Context: an optimization exercise on an open-source flow, tuned for small area, a short achievable clock period and few clock cycles per item. The choices shown serve that exercise and are no tape-out recipe.
At most, simulation tests tie the RTL to the original design; equivalence was not proved.
Power figures rest on the tool's default switching activity, not on a simulated workload.

== run P ==
==> flow/design.v <==
module k7ce (
    input  wire        clk,
    input  wire        rst,         
    input  wire        cmd_valid,
    output reg         cmd_ready,
    input  wire [15:0] cmd_word,
    output reg         out_valid,
    input  wire        out_ready,
    output reg  [7:0]  out_byte,
    output wire [1:0]  st,
    output wire [7:0]  err,
    output wire        fault
);
    localparam KEY_MAX = 256;
    localparam WPORTS  = 16;    
    localparam [1:0] S_IDLE  = 2'd0,
                     S_RUN   = 2'd1,
                     S_FAULT = 2'd2;
    reg [1:0] state;
    reg [7:0] err_r;
    reg       mode;         
    reg [4:0] shift5;       
    reg       shbad;        
    reg [7:0] soff;         
    reg [7:0] seed;
    reg       seedz;        
    reg [7:0] taps;
    reg       tapbad;
    reg       kempty;       
    reg       keyovf;
    reg       keybad;
    reg [7:0] wpos;         
    reg [7:0] p0n;          
    reg [7:0] ran;          
    reg [4:0] key0;         
    reg       wok;          
    reg       kfull;        
    reg       do_push, do_data, do_start;
    reg       pwait;        
    reg [7:0] arg_r;
    reg [5*KEY_MAX-1:0] ring;
    reg [4:0] tap;          
    reg [7:0] lfsr;
    reg       v1, v2;
    reg [7:0] b1, b2;
    assign st    = state;
    assign err   = err_r;
    assign fault = state[1];
    wire take = cmd_valid & cmd_ready;
    wire [7:0] op  = cmd_word[15:8];
    wire [7:0] arg = cmd_word[7:0];
    wire arg0  = (arg == 8'h00);
    wire is_keypush  = (op == 8'h01);
    wire is_setshift = (op == 8'h02);
    wire is_setseed  = (op == 8'h03);
    wire is_tapadd   = (op == 8'h04);
    wire is_start    = (op[7:1] == 7'h04) & arg0;
    wire is_data     = (op == 8'h0A);
    wire is_end      = (op == 8'h0B) & arg0;
    wire is_rst      = (op == 8'h0F) & arg0;
    wire is_param = is_keypush | is_setshift | is_setseed | is_tapadd;
    wire legal    = is_param | is_start | is_data | is_end | is_rst;
    function is_alpha(input [7:0] c);
        is_alpha = (c >= 8'h41 && c <= 8'h5A) || (c >= 8'h61 && c <= 8'h7A);
    endfunction
    wire pstore  = do_push & ~kfull & wok;
    wire [7:0] vflags = {2'b00,
                         tapbad,
                         seedz,
                         shbad,
                         keyovf | (do_push & kfull),
                         keybad | (pstore & ~is_alpha(arg_r)),
                         kempty & ~do_push};
    wire s_idle  = (state == S_IDLE);
    wire s_run   = (state == S_RUN);
    wire s_fault = state[1];
    wire ex_idle = take & ~rst & ~is_rst & s_idle;
    wire ex_run  = take & ~rst & ~is_rst & s_run;
    wire clr = rst | (take & is_rst) | (ex_run & is_end);
    always @(posedge clk) begin
        if (clr) begin
            state  <= S_IDLE;
            err_r  <= 8'h00;
        end else if (take & ~s_fault) begin
            if (!legal) begin
                state <= S_FAULT;
                err_r <= 8'h80;
            end else if (s_idle) begin
                if (is_start) begin
                    if (vflags != 8'h00) begin
                        state <= S_FAULT;
                        err_r <= vflags;
                    end else begin
                        state <= S_RUN;
                    end
                end else if (!is_param) begin
                    state <= S_FAULT;
                    err_r <= 8'h40;
                end
            end else begin
                if (!is_data) begin
                    state <= S_FAULT;
                    err_r <= 8'h40;
                end
            end
        end
    end
    always @(posedge clk) begin
        if (clr) begin
            shbad  <= 1'b1;
            seedz  <= 1'b1;
            taps   <= 8'h00;
            tapbad <= 1'b0;
        end else if (ex_idle) begin
            if (is_setshift)
                shbad <= (arg == 8'd0) || (arg > 8'd25);
            if (is_setseed)
                seedz <= arg0;
            if (is_tapadd) begin
                if (arg[7:3] == 5'd0)
                    taps <= taps | (8'd1 << arg[2:0]);
                else
                    tapbad <= 1'b1;
            end
        end
    end
    always @(posedge clk) begin
        if (ex_idle & is_setshift)
            shift5 <= arg[4:0];
        if (ex_idle & is_setseed)
            seed <= arg;
        if (ex_idle & is_start) begin
            mode <= op[0];
            soff <= op[0] ? 8'd2 - {3'b000, shift5} : {3'b000, shift5} - 8'd1;
        end
    end
    wire do_push_n  = ~rst & (pwait | (ex_idle & is_keypush));
    wire do_data_n  = ~rst & ex_run & is_data;
    always @(posedge clk) begin
        if (!pwait)
            arg_r <= arg;
        do_push  <= do_push_n;
        do_data  <= do_data_n;
        do_start <= ~rst & ex_idle & is_start & (vflags == 8'h00);
    end
    integer i;
    always @(posedge clk) begin
        ring <= {ring[5*KEY_MAX-6:0], ring[5*KEY_MAX-1 -: 5]};
        for (i = 0; i < WPORTS; i = i + 1)
            if (pstore && wpos == i)
                ring[5*i +: 5] <= arg_r[4:0];
    end
    wire [5*KEY_MAX-1:0] ring_b = {ring[5*KEY_MAX-6:0], ring[5*KEY_MAX-1 -: 5]};
    wire [4:0] rd = ring_b[5*ran +: 5];
    wire wrap = (ran == wpos);    
    always @(posedge clk) begin
        if (pstore & kempty)
            key0 <= arg_r[4:0];
        p0n <= (pstore & kempty) ? 8'd1 : p0n + 8'd1;
        if (do_start | (do_data & wrap)) begin
            tap <= key0;
            ran <= p0n;
        end else if (do_data) begin
            tap <= rd;
        end else begin
            ran <= ran + 8'd1;
        end
    end
    wire       kempty_n = clr | (kempty & ~pstore);
    wire [7:0] wpos_n   = clr ? 8'd0 : (kempty | pstore) ? wpos : wpos + 8'd1;
    wire [7:0] p0n_n    = (pstore & kempty) ? 8'd1 : p0n + 8'd1;
    wire       wok_n    = (wpos_n < WPORTS);
    wire [7:0] wpos_c   = (kempty | pstore) ? wpos : wpos + 8'd1;
    wire       wok_c    = (wpos_c < WPORTS);   
    wire       kfull_n  = ~kempty_n & (wpos_n == p0n_n);
    always @(posedge clk) begin
        kempty <= kempty_n;
        wpos   <= wpos_n;
        wok    <= wok_n;
        kfull  <= kfull_n;
        pwait  <= do_push_n & ~kfull_n & ~wok_n;
        if (clr) begin
            keyovf <= 1'b0;
            keybad <= 1'b0;
        end else begin
            if (do_push & kfull)
                keyovf <= 1'b1;
            if (pstore & ~is_alpha(arg_r))
                keybad <= 1'b1;
        end
    end
    reg [7:0] u;
    reg [7:0] uc;
    reg [7:0] w;
    reg [7:0] lfsr_next;
    integer   j, k, q;
    always @(*) begin
        uc = 8'd1;
        for (j = 1; j < 8; j = j + 1) begin
            uc[j] = 1'b0;
            for (q = 0; q < j; q = q + 1)
                uc[j] = uc[j] ^ (taps[q] & uc[j-1-q]);
        end
        for (j = 0; j < 8; j = j + 1) begin
            w[j] = 1'b0;
            for (k = j; k < 8; k = k + 1)
                w[j] = w[j] ^ (taps[7+j-k] & lfsr[k]);
        end
        for (j = 0; j < 8; j = j + 1) begin
            lfsr_next[j] = 1'b0;
            for (k = 0; k <= j; k = k + 1)
                lfsr_next[j] = lfsr_next[j] ^ (u[j-k] & w[k]);
        end
    end
    always @(posedge clk)
        u <= uc;
    wire [7:0] ks = {lfsr[0], lfsr[1], lfsr[2], lfsr[3],
                     lfsr[4], lfsr[5], lfsr[6], lfsr[7]};
    always @(posedge clk) begin
        if (do_start)
            lfsr <= seed;
        else if (do_data)
            lfsr <= lfsr_next;
    end
    wire [7:0] ya   = mode ? (arg_r ^ ks) : arg_r;
    wire [7:0] yc   = {{3{mode}}, tap ^ {5{mode}}};
    wire [7:0] ysum = ya + soff + yc;
    wire [7:0] y    = mode ? ysum : (ysum ^ ks);
    wire pop = out_valid & out_ready;
    wire       q0v = pop ? v1 : out_valid;
    wire       q1v = pop ? v2 : v1;
    wire       q2v = pop ? 1'b0 : v2;
    wire [7:0] q0b = pop ? b1 : out_byte;
    wire [7:0] q1b = pop ? b2 : b1;
    wire v1_n = ~rst & (q1v | (q0v & do_data));
    wire v2_n = ~rst & (q2v | (q1v & do_data));
    always @(posedge clk) begin
        out_valid <= ~rst & (q0v | do_data);
        v1        <= v1_n;
        v2        <= v2_n;
        out_byte  <= q0v ? q0b : y;
        b1        <= q1v ? q1b : y;
        b2        <= q2v ? b2  : y;
        cmd_ready <= ~(v2_n | (v1_n & take & s_run) |
                       ((pwait | (take & s_idle)) & ~wok_c));
    end
endmodule
==> flow/config.mk <==
export PLATFORM = sky130hd
export DESIGN_NAME = k7ce
export DESIGN_NICKNAME = k7ce
export VERILOG_FILES = /design/flow/design.v
export SDC_FILE = /design/flow/constraint.sdc
export NUM_CORES = 4
export LEC_CHECK = 0
export CAP_MARGIN = 20
export CORE_MARGIN = 2
export CORE_UTILIZATION = 40
export CTS_CLUSTER_DIAMETER = 100
export CTS_CLUSTER_SIZE = 22
export PLACE_DENSITY = 0.6
export SETUP_SLACK_MARGIN = 5
export SLEW_MARGIN = 20
==> flow/constraint.sdc <==
create_clock -name core_clock -period 8.0 [get_ports {clk}]
set_input_delay 1.6000 -clock core_clock [delete_from_list [all_inputs] [get_ports {clk}]]
set_output_delay 1.6000 -clock core_clock [all_outputs]
set_load 0.01 [all_outputs]
run.sh (not shown) runs the stock make flow with config.mk's settings and CLKGATE_MAP_FILE= SYNTH_SCRIPT=/design/flow/synth_recipe.tcl, a recipe that flattens the netlist after the stock synthesis.
Run P reached the end of the flow, and the finished layout is clean on the timing, DRC and antenna checks.
Testbench counts of run P, summed over its fixed seeds: cycles 65,243, bytes 28,492.
Edits applied to the flow inputs when going from run P to run K:
--- a/flow/design.v
+++ b/flow/design.v
@@ -167,14 +167,12 @@
         end
     end
     wire       kempty_n = clr | (kempty & ~pstore);
     wire [7:0] wpos_n   = clr ? 8'd0 : (kempty | pstore) ? wpos : wpos + 8'd1;
     wire [7:0] p0n_n    = (pstore & kempty) ? 8'd1 : p0n + 8'd1;
     wire       wok_n    = (wpos_n < WPORTS);
-    wire [7:0] wpos_c   = (kempty | pstore) ? wpos : wpos + 8'd1;
-    wire       wok_c    = (wpos_c < WPORTS);   
     wire       kfull_n  = ~kempty_n & (wpos_n == p0n_n);
     always @(posedge clk) begin
         kempty <= kempty_n;
         wpos   <= wpos_n;
         wok    <= wok_n;
         kfull  <= kfull_n;
@@ -238,10 +236,9 @@
         out_valid <= ~rst & (q0v | do_data);
         v1        <= v1_n;
         v2        <= v2_n;
         out_byte  <= q0v ? q0b : y;
         b1        <= q1v ? q1b : y;
         b2        <= q2v ? b2  : y;
-        cmd_ready <= ~(v2_n | (v1_n & take & s_run) |
-                       ((pwait | (take & s_idle)) & ~wok_c));
+        cmd_ready <= ~(v2_n | (v1_n & do_data_n) | (do_push_n & ~kfull_n & ~wok_n));
     end
 endmodule
--- outcome ---
Run K ran to completion and came out clean on the timing, DRC and antenna checks. The non-clock buffer count of run K is higher than that of run P. Start point of the critical path: cmd_word[12] -> run P, ran[1]$_DFFE_PP_ -> run K. Re slack of the critical path: run P was lower than run K. [compare] base=run P new=run K: multiplexer share of the synthesized area went up 0.76 points, power dissipated by switching net loads went up 0.061 mW. Compared with run P, run K shows clock-buffer cell count higher by about 3.5%. On slew of the pin with the lowest slew margin: run K sits above run P.
For run K, only the layout was checked, not whether the RTL still works.

========
Starts from the design.v that is shown in full above.
==> flow/config.mk <==
export PLATFORM = sky130hd
export DESIGN_NAME = k7ce
export DESIGN_NICKNAME = k7ce
export VERILOG_FILES = /design/flow/design.v
export SDC_FILE = /design/flow/constraint.sdc
export NUM_CORES = 4
export LEC_CHECK = 0
export CAP_MARGIN = 20
export CORE_MARGIN = 2
export CORE_UTILIZATION = 60
export CTS_CLUSTER_DIAMETER = 100
export CTS_CLUSTER_SIZE = 22
export PLACE_DENSITY = 0.75
export SETUP_SLACK_MARGIN = 5
export SLEW_MARGIN = 20
==> flow/constraint.sdc <==
create_clock -name core_clock -period 8.0 [get_ports {clk}]
set_input_delay 1.6000 -clock core_clock [delete_from_list [all_inputs] [get_ports {clk}]]
set_output_delay 1.6000 -clock core_clock [all_outputs]
set_load 0.01 [all_outputs]
Testbench counts at the start, summed over its fixed seeds: cycles 65,243, bytes 28,492.
==> next run, changes <==
--- a/flow/design.v
+++ b/flow/design.v
@@ -19,27 +19,26 @@
     reg [1:0] state;
     reg [7:0] err_r;
     reg       mode;         
     reg [4:0] shift5;       
     reg       shbad;        
-    reg [7:0] soff;         
     reg [7:0] seed;
     reg       seedz;        
     reg [7:0] taps;
     reg       tapbad;
     reg       kempty;       
     reg       keyovf;
     reg       keybad;
     reg [7:0] wpos;         
     reg [7:0] p0n;          
-    reg [7:0] ran;          
-    reg [4:0] key0;         
+    reg [7:0] qp;           
     reg       wok;          
     reg       kfull;        
     reg       do_push, do_data, do_start;
     reg       pwait;        
-    reg [7:0] arg_r;
+    reg [7:0] arg_r;        
+    reg [7:0] ks_r;         
     reg [5*KEY_MAX-1:0] ring;
     reg [4:0] tap;          
     reg [7:0] lfsr;
     reg       v1, v2;
     reg [7:0] b1, b2;
@@ -127,20 +126,23 @@
     always @(posedge clk) begin
         if (ex_idle & is_setshift)
             shift5 <= arg[4:0];
         if (ex_idle & is_setseed)
             seed <= arg;
-        if (ex_idle & is_start) begin
+        if (ex_idle & is_start)
             mode <= op[0];
-            soff <= op[0] ? 8'd2 - {3'b000, shift5} : {3'b000, shift5} - 8'd1;
-        end
     end
     wire do_push_n  = ~rst & (pwait | (ex_idle & is_keypush));
     wire do_data_n  = ~rst & ex_run & is_data;
-    always @(posedge clk) begin
+    wire [7:0] soff = mode ? 8'd2 - {3'b000, shift5} : {3'b000, shift5} - 8'd1;
+    wire [7:0] ks   = {lfsr[0], lfsr[1], lfsr[2], lfsr[3],
+                       lfsr[4], lfsr[5], lfsr[6], lfsr[7]};
+    wire       rrun = s_run & mode;
+    always @(posedge clk) begin
+        ks_r <= ks;
         if (!pwait)
-            arg_r <= arg;
+            arg_r <= (rrun ? (arg ^ ks) : arg) + (s_run ? soff : 8'd0);
         do_push  <= do_push_n;
         do_data  <= do_data_n;
         do_start <= ~rst & ex_idle & is_start & (vflags == 8'h00);
     end
     integer i;
@@ -148,25 +150,23 @@
         ring <= {ring[5*KEY_MAX-6:0], ring[5*KEY_MAX-1 -: 5]};
         for (i = 0; i < WPORTS; i = i + 1)
             if (pstore && wpos == i)
                 ring[5*i +: 5] <= arg_r[4:0];
     end
-    wire [5*KEY_MAX-1:0] ring_b = {ring[5*KEY_MAX-6:0], ring[5*KEY_MAX-1 -: 5]};
-    wire [4:0] rd = ring_b[5*ran +: 5];
-    wire wrap = (ran == wpos);    
-    always @(posedge clk) begin
-        if (pstore & kempty)
-            key0 <= arg_r[4:0];
+    wire [4:0] rd   = ring[5*qp +: 5];
+    wire       wrap = (qp == wpos);    
+    wire       ld   = do_start | do_data;
+    always @(posedge clk) begin
         p0n <= (pstore & kempty) ? 8'd1 : p0n + 8'd1;
-        if (do_start | (do_data & wrap)) begin
-            tap <= key0;
-            ran <= p0n;
-        end else if (do_data) begin
-            tap <= rd;
-        end else begin
-            ran <= ran + 8'd1;
-        end
+        if (ld)
+            tap <= rd ^ {5{mode}};
+        if (ex_idle & is_start)
+            qp <= (pstore & kempty) ? 8'd0 : p0n;
+        else if (ld)
+            qp <= wrap ? p0n : qp;
+        else
+            qp <= qp + 8'd1;
     end
     wire       kempty_n = clr | (kempty & ~pstore);
     wire [7:0] wpos_n   = clr ? 8'd0 : (kempty | pstore) ? wpos : wpos + 8'd1;
     wire [7:0] p0n_n    = (pstore & kempty) ? 8'd1 : p0n + 8'd1;
     wire       wok_n    = (wpos_n < WPORTS);
@@ -212,22 +212,18 @@
                 lfsr_next[j] = lfsr_next[j] ^ (u[j-k] & w[k]);
         end
     end
     always @(posedge clk)
         u <= uc;
-    wire [7:0] ks = {lfsr[0], lfsr[1], lfsr[2], lfsr[3],
-                     lfsr[4], lfsr[5], lfsr[6], lfsr[7]};
-    always @(posedge clk) begin
-        if (do_start)
+    always @(posedge clk) begin
+        if (ex_idle & is_start)
             lfsr <= seed;
-        else if (do_data)
+        else if (ex_run & is_data)
             lfsr <= lfsr_next;
     end
-    wire [7:0] ya   = mode ? (arg_r ^ ks) : arg_r;
-    wire [7:0] yc   = {{3{mode}}, tap ^ {5{mode}}};
-    wire [7:0] ysum = ya + soff + yc;
-    wire [7:0] y    = mode ? ysum : (ysum ^ ks);
+    wire [7:0] ysum = arg_r + {{3{mode}}, tap};
+    wire [7:0] y    = mode ? ysum : (ysum ^ ks_r);
     wire pop = out_valid & out_ready;
     wire       q0v = pop ? v1 : out_valid;
     wire       q1v = pop ? v2 : v1;
     wire       q2v = pop ? 1'b0 : v2;
     wire [7:0] q0b = pop ? b1 : out_byte;
=> The changed run finished clean. Routed wire length climbs by 13%. Core utilization is lower by 0.44 points. Worst hold slack loses 15 ps. Final area came out higher by 2.7%. Clock skew climbs by 17 ps.
Function not checked in the second run of this note: the RTL went through the layout flow alone.

[afterwards: timing with drivers on the ports]
The flow's constraints put no driver on any port. The routed layouts listed below were extracted and timed again, unchanged, in two steps.
Step 1 assumes that a clkbuf_16 drives the clock port and a buf_2 every other input.
Step 2 moves the port delays by t, midway between the first and last clock arrival at a register: inputs arrive t later, outputs are due t later. That takes back most of the time a late clock gives input paths.
a / b / c = ideal / step 1 / step 2; a / b = the first two.
run | t, ns | setup WS [ns] | worst setup path at the end | worst register clock-pin slew, ns | pins driven straight from the clock port
run P | 0.706 | 4.758 / 4.793 / 4.086 | input to register | 0.10 / 0.10 | 1
run K | 0.721 | 4.894 / 4.894 / 4.302 | input to register | 0.10 / 0.10 | 1
the first run of note 2 | 0.703 | 4.843 / 4.875 / 4.172 | input to register | 0.10 / 0.10 | 1
the second run of note 2 | 0.712 | 4.828 / 4.833 / 4.152 | input to register | 0.10 / 0.10 | 1
After both steps every run listed still meets setup and hold. The setup slack of the second run of note 2, which loses most, moves by +0.005 ns with the drivers and by -0.676 ns with both steps.
